What follows belongs to an exercise in optimizing a design on an open flow for small area, a short achievable clock period and few clock cycles; a production flow would make more cautious choices. Only simulation tests tie the RTL to the original design; equivalence was not proved. Power figures rest on the tool's default switching activity, not on a simulated workload.

File: design/flow/design.v
module frx_rx (
    input  wire         clk,
    input  wire         rst,
    input  wire         cmd_valid,
    output wire         cmd_ready,
    input  wire [31:0]  cmd_word,
    output reg          rsp_valid,
    output reg  [3:0]   rsp_status,
    output reg  [9:0]   rsp_plen,
    output reg  [15:0]  rsp_rcur,
    output reg  [511:0] rsp_data,
    input  wire         rx_valid,
    output wire         rx_ready,
    input  wire [7:0]   rx_data,
    input  wire         rx_nobyte,
    input  wire         rx_ioerr
);
    localparam MAX_LEN = 64;
    localparam [3:0] ST_OK = 4'd0, ST_TIMEOUT = 4'd1, ST_IO_ERROR = 4'd3,
                     ST_TRUNCATED = 4'd4, ST_INVALID = 4'd5, ST_ILLEGAL = 4'd6;
    localparam [3:0] RS_IDLE = 4'd0, RS_SYNC0 = 4'd1, RS_SYNC1 = 4'd2, RS_SYNC2 = 4'd3,
                     RS_SYNC3 = 4'd4, RS_REQID = 4'd5, RS_LENLO = 4'd6, RS_LENHI = 4'd7,
                     RS_PAYLOAD = 4'd8, RS_CKLO = 4'd9, RS_CKHI = 4'd10;
    localparam [7:0] OP_RECV = 8'h03, OP_SETRCUR = 8'h05;
    localparam [7:0] OP_RD_U8 = 8'h40, OP_RD_STR = 8'h4B, OP_RD_ENTRY = 8'h4D;
    reg  [3:0]   rs;
    reg  [7:0]   exp_id;
    reg  [6:0]   fcnt;
    reg  [15:0]  dlen;
    reg  [7:0]   cklo;
    reg  [15:0]  acc;
    reg  [9:0]   plen;
    reg  [15:0]  rcur;
    reg  [7:0]   pbuf [0:MAX_LEN-1];
    wire busy = (rs != RS_IDLE);
    assign cmd_ready = !busy;
    assign rx_ready  = busy;
    wire [7:0]  opc = cmd_word[7:0];
    wire [7:0]  cid = cmd_word[15:8];
    wire [15:0] imm = cmd_word[31:16];
    wire is_recv    = (opc == OP_RECV);
    wire is_setrcur = (opc == OP_SETRCUR);
    wire is_read    = (opc >= OP_RD_U8) && (opc <= OP_RD_ENTRY);
    wire illegal    = !(is_recv || is_setrcur || is_read)
                      || (!is_recv && cid != 8'd0)
                      || (!is_setrcur && imm != 16'd0);
    reg [8*MAX_LEN-1:0] pbuf_flat;
    integer i;
    always @(*) begin
        for (i = 0; i < MAX_LEN; i = i + 1)
            pbuf_flat[8*i +: 8] = pbuf[i];
    end
    wire [8*MAX_LEN-1:0] win = pbuf_flat >> {rcur[5:0], 3'b000};
    reg [5:0] rd_n;
    always @(*) begin
        case (opc)
            8'h40, 8'h44, 8'h48: rd_n = 6'd1;
            8'h41, 8'h45:        rd_n = 6'd2;
            8'h42, 8'h46, 8'h49: rd_n = 6'd4;
            8'h43, 8'h47, 8'h4A, 8'h4C: rd_n = 6'd8;
            8'h4D:               rd_n = 6'd39;
            default:             rd_n = 6'd1;       
        endcase
    end
    wire [16:0] rd_end   = {1'b0, rcur} + {11'd0, rd_n};
    wire        rd_trunc = rd_end > {7'd0, plen};
    wire [7:0]  str_len   = win[7:0];
    wire [16:0] str_end   = {1'b0, rcur} + 17'd1 + {9'd0, str_len};
    wire        str_trunc = rd_trunc || (str_end > {7'd0, plen});
    reg         utf8_ok;
    reg [1:0]   u_rem;
    reg [7:0]   u_lo, u_hi, u_b;
    integer     k;
    always @(*) begin
        utf8_ok = 1'b1;
        u_rem   = 2'd0;
        u_lo    = 8'h80;
        u_hi    = 8'hBF;
        u_b     = 8'h00;
        for (k = 0; k < MAX_LEN - 1; k = k + 1) begin
            if (k < str_len) begin
                u_b = win[8*(k+1) +: 8];
                if (u_rem == 2'd0) begin
                    u_lo = 8'h80;
                    u_hi = 8'hBF;
                    if (u_b <= 8'h7F) begin
                        u_rem = 2'd0;
                    end else if (u_b >= 8'hC2 && u_b <= 8'hDF) begin
                        u_rem = 2'd1;
                    end else if (u_b == 8'hE0) begin
                        u_rem = 2'd2; u_lo = 8'hA0;
                    end else if (u_b == 8'hED) begin
                        u_rem = 2'd2; u_hi = 8'h9F;
                    end else if (u_b >= 8'hE1 && u_b <= 8'hEF) begin
                        u_rem = 2'd2;
                    end else if (u_b == 8'hF0) begin
                        u_rem = 2'd3; u_lo = 8'h90;
                    end else if (u_b >= 8'hF1 && u_b <= 8'hF3) begin
                        u_rem = 2'd3;
                    end else if (u_b == 8'hF4) begin
                        u_rem = 2'd3; u_hi = 8'h8F;
                    end else begin
                        utf8_ok = 1'b0;
                    end
                end else begin
                    if (u_b < u_lo || u_b > u_hi)
                        utf8_ok = 1'b0;
                    u_rem = u_rem - 2'd1;
                    u_lo  = 8'h80;
                    u_hi  = 8'hBF;
                end
            end
        end
        if (u_rem != 2'd0)
            utf8_ok = 1'b0;
    end
    reg [511:0] str_data;
    integer j;
    always @(*) begin
        str_data = 512'd0;
        for (j = 0; j < MAX_LEN; j = j + 1)
            if (j <= str_len)
                str_data[8*j +: 8] = win[8*j +: 8];
    end
    reg [511:0] rd_data;
    always @(*) begin
        rd_data = 512'd0;
        case (opc)
            8'h40: rd_data[63:0] = {56'd0, win[7:0]};
            8'h41: rd_data[63:0] = {48'd0, win[15:0]};
            8'h42: rd_data[63:0] = {32'd0, win[31:0]};
            8'h43: rd_data[63:0] = win[63:0];
            8'h44: rd_data[63:0] = {{56{win[7]}},  win[7:0]};
            8'h45: rd_data[63:0] = {{48{win[15]}}, win[15:0]};
            8'h46: rd_data[63:0] = {{32{win[31]}}, win[31:0]};
            8'h47: rd_data[63:0] = win[63:0];
            8'h48: rd_data[63:0] = {63'd0, win[7:0] != 8'd0};
            8'h49: rd_data[63:0] = {32'd0, win[31:0]};
            8'h4A: rd_data[63:0] = win[63:0];
            8'h4C: rd_data[63:0] = win[63:0];
            8'h4D: begin
                rd_data[311:0]   = win[311:0];
                rd_data[7:0]     = {7'd0, win[7:0]     != 8'd0};    
                rd_data[207:200] = {7'd0, win[207:200] != 8'd0};    
                rd_data[295:288] = {7'd0, win[295:288] != 8'd0};    
            end
            default: rd_data = 512'd0;
        endcase
    end
    wire        take     = busy && rx_valid;
    wire [7:0]  b        = rx_data;
    wire [15:0] acc_next = (acc + {8'd0, b}) << 1;
    wire [15:0] len_full = {b, dlen[7:0]};
    wire [6:0]  pidx_full = fcnt - 7'd7;
    wire [5:0]  pidx     = pidx_full[5:0];    
    always @(posedge clk) begin
        if (rst) begin
            rs         <= RS_IDLE;
            exp_id     <= 8'd0;
            fcnt       <= 7'd0;
            dlen       <= 16'd0;
            cklo       <= 8'd0;
            acc        <= 16'd0;
            plen       <= 10'd0;
            rcur       <= 16'd0;
            rsp_valid  <= 1'b0;
            rsp_status <= ST_OK;
            rsp_plen   <= 10'd0;
            rsp_rcur   <= 16'd0;
            rsp_data   <= 512'd0;
        end else begin
            rsp_valid <= 1'b0;
            if (!busy) begin
                if (cmd_valid) begin
                    rsp_data <= 512'd0;
                    if (illegal) begin
                        rsp_valid  <= 1'b1;
                        rsp_status <= ST_ILLEGAL;
                        rsp_plen   <= plen;
                        rsp_rcur   <= rcur;
                    end else if (is_recv) begin
                        exp_id <= cid;
                        plen   <= 10'd0;
                        rcur   <= 16'd0;
                        fcnt   <= 7'd0;
                        acc    <= 16'd0;
                        dlen   <= 16'd0;
                        cklo   <= 8'd0;
                        rs     <= RS_SYNC0;
                    end else if (is_setrcur) begin
                        rcur       <= imm;
                        rsp_valid  <= 1'b1;
                        rsp_status <= ST_OK;
                        rsp_plen   <= plen;
                        rsp_rcur   <= imm;
                    end else if (opc == OP_RD_STR) begin
                        rsp_valid <= 1'b1;
                        rsp_plen  <= plen;
                        if (str_trunc) begin
                            rsp_status <= ST_TRUNCATED;
                            rsp_rcur   <= rcur;
                        end else if (!utf8_ok) begin
                            rsp_status <= ST_INVALID;
                            rsp_rcur   <= rcur;
                        end else begin
                            rcur       <= str_end[15:0];
                            rsp_status <= ST_OK;
                            rsp_rcur   <= str_end[15:0];
                            rsp_data   <= str_data;
                        end
                    end else begin
                        rsp_valid <= 1'b1;
                        rsp_plen  <= plen;
                        if (rd_trunc) begin
                            rsp_status <= ST_TRUNCATED;
                            rsp_rcur   <= rcur;
                        end else begin
                            rcur       <= rd_end[15:0];
                            rsp_status <= ST_OK;
                            rsp_rcur   <= rd_end[15:0];
                            rsp_data   <= rd_data;
                        end
                    end
                end
            end else if (take) begin
                case (rs)
                    RS_SYNC0, RS_SYNC1, RS_SYNC2, RS_SYNC3, RS_REQID: begin
                        if ((rs == RS_SYNC0 && b == 8'h0D) ||
                            (rs == RS_SYNC1 && b == 8'hF0) ||
                            (rs == RS_SYNC2 && b == 8'hAD) ||
                            (rs == RS_SYNC3 && b == 8'h8B) ||
                            (rs == RS_REQID && b == exp_id)) begin
                            fcnt <= fcnt + 7'd1;
                            acc  <= acc_next;
                            rs   <= rs + 4'd1;
                        end else begin
                            fcnt <= 7'd0;
                            acc  <= 16'd0;
                            rs   <= RS_SYNC0;
                        end
                    end
                    RS_LENLO: begin
                        fcnt <= fcnt + 7'd1;
                        acc  <= acc_next;
                        dlen <= {8'd0, b};
                        rs   <= RS_LENHI;
                    end
                    RS_LENHI: begin
                        if (len_full >= 16'd1 && len_full <= MAX_LEN) begin
                            fcnt <= fcnt + 7'd1;
                            acc  <= acc_next;
                            dlen <= len_full;
                            rs   <= RS_PAYLOAD;
                        end else begin
                            fcnt <= 7'd0;
                            acc  <= 16'd0;
                            rs   <= RS_SYNC0;
                        end
                    end
                    RS_PAYLOAD: begin
                        pbuf[pidx] <= b;
                        fcnt <= fcnt + 7'd1;
                        acc  <= acc_next;
                        if ({9'd0, fcnt} + 16'd1 == 16'd7 + dlen)
                            rs <= RS_CKLO;
                    end
                    RS_CKLO: begin
                        cklo <= b;
                        rs   <= RS_CKHI;
                    end
                    RS_CKHI: begin
                        if ({b, cklo} == acc) begin
                            plen       <= dlen[9:0];
                            rcur       <= 16'd0;
                            rs         <= RS_IDLE;
                            rsp_valid  <= 1'b1;
                            rsp_status <= ST_OK;
                            rsp_plen   <= dlen[9:0];
                            rsp_rcur   <= 16'd0;
                            rsp_data   <= 512'd0;
                        end else begin
                            fcnt <= 7'd0;
                            acc  <= 16'd0;
                            rs   <= RS_SYNC0;
                        end
                    end
                    default: rs <= RS_IDLE;
                endcase
            end else if (rx_ioerr || rx_nobyte) begin
                rs         <= RS_IDLE;
                rsp_valid  <= 1'b1;
                rsp_status <= rx_ioerr ? ST_IO_ERROR : ST_TIMEOUT;
                rsp_plen   <= plen;
                rsp_rcur   <= rcur;
                rsp_data   <= 512'd0;
            end
        end
    end
endmodule
File: design/flow/run.sh
#!/bin/bash
# synth_recipe.tcl (not shown) runs the flow's synth.tcl, then flattens the netlist and writes it again
# the make line also repeats each setting of config.mk as NAME=value (left out here)
make -C /OpenROAD-flow-scripts/flow DESIGN_CONFIG=/design/flow/config.mk WORK_HOME=/design/flow/orfs CLKGATE_MAP_FILE= SYNTH_SCRIPT=/design/flow/synth_recipe.tcl finish
File: design/flow/config.mk
export PLATFORM = sky130hd
export DESIGN_NAME = frx_rx
export DESIGN_NICKNAME = frx_rx
export VERILOG_FILES = /design/flow/design.v
export SDC_FILE = /design/flow/constraint.sdc
export NUM_CORES = 4
export LEC_CHECK = 0
export CAP_MARGIN = 40
export CORE_MARGIN = 2
export CORE_UTILIZATION = 30
export SLEW_MARGIN = 40
File: design/flow/constraint.sdc
create_clock -name core_clock -period 35.0 [get_ports {clk}]
set_input_delay 7.0000 -clock core_clock [delete_from_list [all_inputs] [get_ports {clk}]]
set_output_delay 7.0000 -clock core_clock [all_outputs]
set_load 0.01 [all_outputs]
==> run_results.csv <==
group,metric,value,unit
finish,final_nets,12400,
critical_path,slowest_stage,"a222oi_1",
global_route,grt.busiest_layer,"met2",
clock_tree,hold_buffers,0,
clock_tree,cts_sinks,1138,
sta,worstMarginPinSlew,1.13,ns
clock_tree,clock_path_buffers,4,
place,gp_congestion,1.10,
logic_synthesis,synth_flop_cell,"dfxtp_1",
clock_tree,post_cts_buffers,0,
logic_synthesis,synth_top_area_share,15.5,%
floorplan,design.core.area,328000,um2
sta,period_share,94.6,%
pwr,p_per_area,26.4,nW/um2
sta,skew,0.141,ns
drt,drtIter0Drc,18000,
sta,setup_viol,0,
critical_path,timing.rr.start,"rcur[1]$_SDFFE_PP0P_",
critical_path,path_class,"reg2reg",
drt,wire_per_inst,46.2,um
critical_path,cp-start-kind,"flop",
critical_path,worstPathArrival,33.91,ns
finish,final_common_cell,"nand2_1",
drt,totalWireLength,768000,um
logic_synthesis,syn_area,98900,um2
critical_path,rrSetupSlack,1.88,ns
clock_tree,cts_resized,0,
critical_path,cp.required,35.79,ns
sta,rsz0062_at_grt,"no",
global_route,grt_pass1_wl,992000,um
logic_synthesis,synth_area_leaders,"edfxtp_1 16%, dfxtp_1 13%, mux4_2 11%",
finish,design_area,120000,um2
critical_path,max_stage_delay,0.71,ns
run_status,status,"timing/DRC/antenna clean",
critical_path,startpoint,"rcur[1]$_SDFFE_PP0P_",
logic_synthesis,synth_edf_count,512,
sta,hold_viol_final,0,
finish,final_cell_mix,"1465 x nand2_1, 1134 x nor2_1, 690 x a21oi_1, 630 x buf_4, 620 x dfxtp_1",
place,io_buffers,589,
global_route,grt.met2_usage,62.6,%
place,hpwl,627000,um
sta,period_minus_slack,33.12,ns
clock_tree,clockRootBuffer,"clkbuf_16",
global_route,met1_usage,56.0,%
global_route,grt_use_total,44.2,%
pwr,finalPower,3.17,mW
clock_tree,clk_pin_slew,0.06,ns
global_route,grt_max_degree,138,
clock_tree,cts_tree,"yes",
logic_synthesis,yosysWarnings,1,
floorplan,row_count,210,
global_route,gr-total-overflow,0,
logic_synthesis,yosysUniqueCellTypes,149,
clock_tree,insertion_delay,0.96,ns
floorplan,die_w,578,um
job,max-cap-violations,0,
floorplan,die_area,334000,um2
drt,avgViaCountPerCell,6.73,
critical_path,reg2reg_depth,94,
logic_synthesis,synth-async-reset-ratio,0,%
global_route,grtUsageMet3,15.0,%
place,dpl_cell_area,114000,um2
sta,maxSlewViolCount,0,
logic_synthesis,syn_avg_cell_area,8.64,um2
global_route,antenna_found_initial,110,
drt,drcViolationCount,0,
floorplan,die_h,578,um
logic_synthesis,syn_inst,11500,
clock_tree,htreeDepth,4,
critical_path,cp-end-kind,"flop",
logic_synthesis,synth-seq-cells,1138,
critical_path,r2r_end,"rsp_data[484]$_SDFFE_PP0P_",
floorplan,initial_core_util,30.2,%
sta,finalSetupTns,0,ns
sta,fmax,30.2,MHz
logic_synthesis,synth_top_area_cell,"edfxtp_1",
logic_synthesis,synth_nets,11700,
floorplan,num_io_pins,591,
worst_hold_path,hp-class,"reg2reg",
drt,vias,112000,
clock_tree,numCtsBuffers,153,
pwr,p_leak,42.6,nW
finish,area_delta_synth_final,21.3,%
sta,max_slew_margin,22.3,%
critical_path,path_max_fanout,86,
finish,final_layout_size_suffix_gt1_share,18.6,%
drt,postRouteAntennaNets,0,
logic_synthesis,seq_area_frac_synth,28.2,%
drt,dr.pass1.iters,6,
global_route,grt_pass1_vias,102000,
pwr,irDropWorstVdd,35.0,uV
critical_path,crit_path_end,"rsp_data[484]$_SDFFE_PP0P_",
## routing by layer
layer  vias up  share of wire, %
met2      8231                40
met1     56500                39
li1      45200                 -
met5         -             0.040
met4        44               8.5
met3      1928                12
## synthesized netlist by cell type, types with 96 or more instances
| library cell | count |
|---|---|
| nand2_1 | 1478 |
| nor2_1 | 1197 |
| a21oi_1 | 769 |
| dfxtp_1 | 626 |
| mux2i_1 | 604 |
| o21ai_0 | 534 |
| edfxtp_1 | 512 |
| mux4_2 | 461 |
| clkbuf_1 | 329 |
| a22o_1 | 262 |
| buf_2 | 262 |
| o21ai_1 | 255 |
| mux2_2 | 250 |
| inv_1 | 249 |
| nor3_1 | 246 |
| nand3_1 | 242 |
| ha_1 | 233 |
| o22ai_1 | 148 |
| and2_1 | 141 |
| and3_1 | 122 |
| a31oi_1 | 121 |
| a22oi_1 | 113 |
| a211oi_1 | 111 |
| nor2b_1 | 106 |
| buf_1 | 101 |
| a21o_1 | 96 |
## registers in the layout (all words and copies together) (netlist names)
| signal | count |
|---|---|
| acc | 15 |
| pbuf | 512 |
| rsp_status | 3 |
| fcnt | 7 |
| exp_id | 8 |
| plen | 10 |
| rcur | 16 |
| rs | 4 |
| dlen | 16 |
| rsp_rcur | 16 |
| rsp_data | 512 |
| rsp_valid | 1 |
| cklo | 8 |
| rsp_plen | 10 |
## report_power, final
group	leakage, nW	internal (mW)	switching [mW]
clock	2.59	1.02	0.713
sequential	9.65	1.39	0.000713
combinational	30.3	0.0124	0.0371
## worst max-delay path: cells and delay by family (launching register included)
| kind | cells | cell delay (ns) |
|---|---|---|
| AO/OA/AOI/OAI | 54 | 19.50 |
| AND/OR/NAND/NOR | 28 | 7.87 |
| multiplexers | 7 | 3.12 |
| buffers and inverters | 4 | 1.38 |
| flip-flops | 1 | 0.68 |
| adder cells (fa/ha/maj) | 1 | 0.14 |
## area by class of cell
cell class / count / area, um2
sequential: 1138 / 27900
tap: 4346 / 5440
antenna: 72 / 180
multi-input combinational: 9253 / 68500
clock buffer: 195 / 4260
fill: 33900 / 208000
clock inverter: 81 / 1110
timing repair buffer: 1275 / 11600
inverter: 260 / 1010
## kinds of logic (layout without fill, tap and decap cells)
group / after synthesis / count (layout) / share of synthesized area, %
other cells: 1 / 73 / 0.00379
xor+xnor: 77 / 77 / 0.682
buf+inv: 1059 / 1811 / 4.89
flops: 1138 / 1138 / 28.2
compound gates: 3452 / 3452 / 24.0
fa+ha+maj: 236 / 236 / 3.01
simple gates: 4115 / 4115 / 19.0
mux: 1372 / 1372 / 20.2
## per-stage QoR
| stage | cells | worst slack (ns) | hold WS (ns) | utilization, % |
|---|---|---|---|---|
| 2_1_floorplan | 11500 | 10.24 | 0.427 | - |
| 3_3_place_gp | 16200 | 2.85 | 0.436 | 34.3 |
| 3_5_place_dp | 16300 | 3.37 | 0.439 | 34.8 |
| 4_1_cts | 16500 | 3.19 | 0.447 | 36.4 |
| 5_1_grt | 16600 | 0.320 | 0.461 | 36.6 |
| 6_report | 16600 | 1.88 | 0.444 | 36.6 |
## worst min path at each step
| stage | startpoint | cells past startpoint | endpoint | slack [ns] |
|---|---|---|---|---|
| final | rsp_data[121]$_SDFFE_PP0P_ | 2 | rsp_data[121]$_SDFFE_PP0P_ | 0.44 |
| after global routing | rsp_data[113]$_SDFFE_PP0P_ | 2 | rsp_data[113]$_SDFFE_PP0P_ | 0.46 |
| after detailed placement | rsp_data[121]$_SDFFE_PP0P_ | 2 | rsp_data[121]$_SDFFE_PP0P_ | 0.44 |
| after global placement | rsp_data[239]$_SDFFE_PP0P_ | 2 | rsp_data[239]$_SDFFE_PP0P_ | 0.44 |
| after floorplan | cklo[0]$_SDFFE_PP0P_ | 2 | cklo[0]$_SDFFE_PP0P_ | 0.43 |
| after CTS | rsp_data[121]$_SDFFE_PP0P_ | 2 | rsp_data[121]$_SDFFE_PP0P_ | 0.45 |
Testbench counts, summed over its fixed seeds: cycles 31,628.

[re-timing with driven ports]
How much do the figures lean on ideal ports? The routed layout below was timed once more, with nothing changed but the port constraints.
Step 1 sets driving cells, clkbuf_16 on the clock port and buf_2 on the other inputs (assumed; they add their load-dependent delay and slew).
Step 2 also shifts input and output timing later by t, the mid clock arrival at the registers, as if the neighbouring blocks saw the same clock.
Three values: no drivers, after step 1, after step 2; two values: the first two.
t, ns: 0.996
setup slack, ns: 1.884 / 1.884 / 1.884
cell pins on the clock port's net: 1
After both steps setup and hold are still met in this run. The setup slack of this run moves by 0.000 ns with the drivers and by 0.000 ns with both steps.
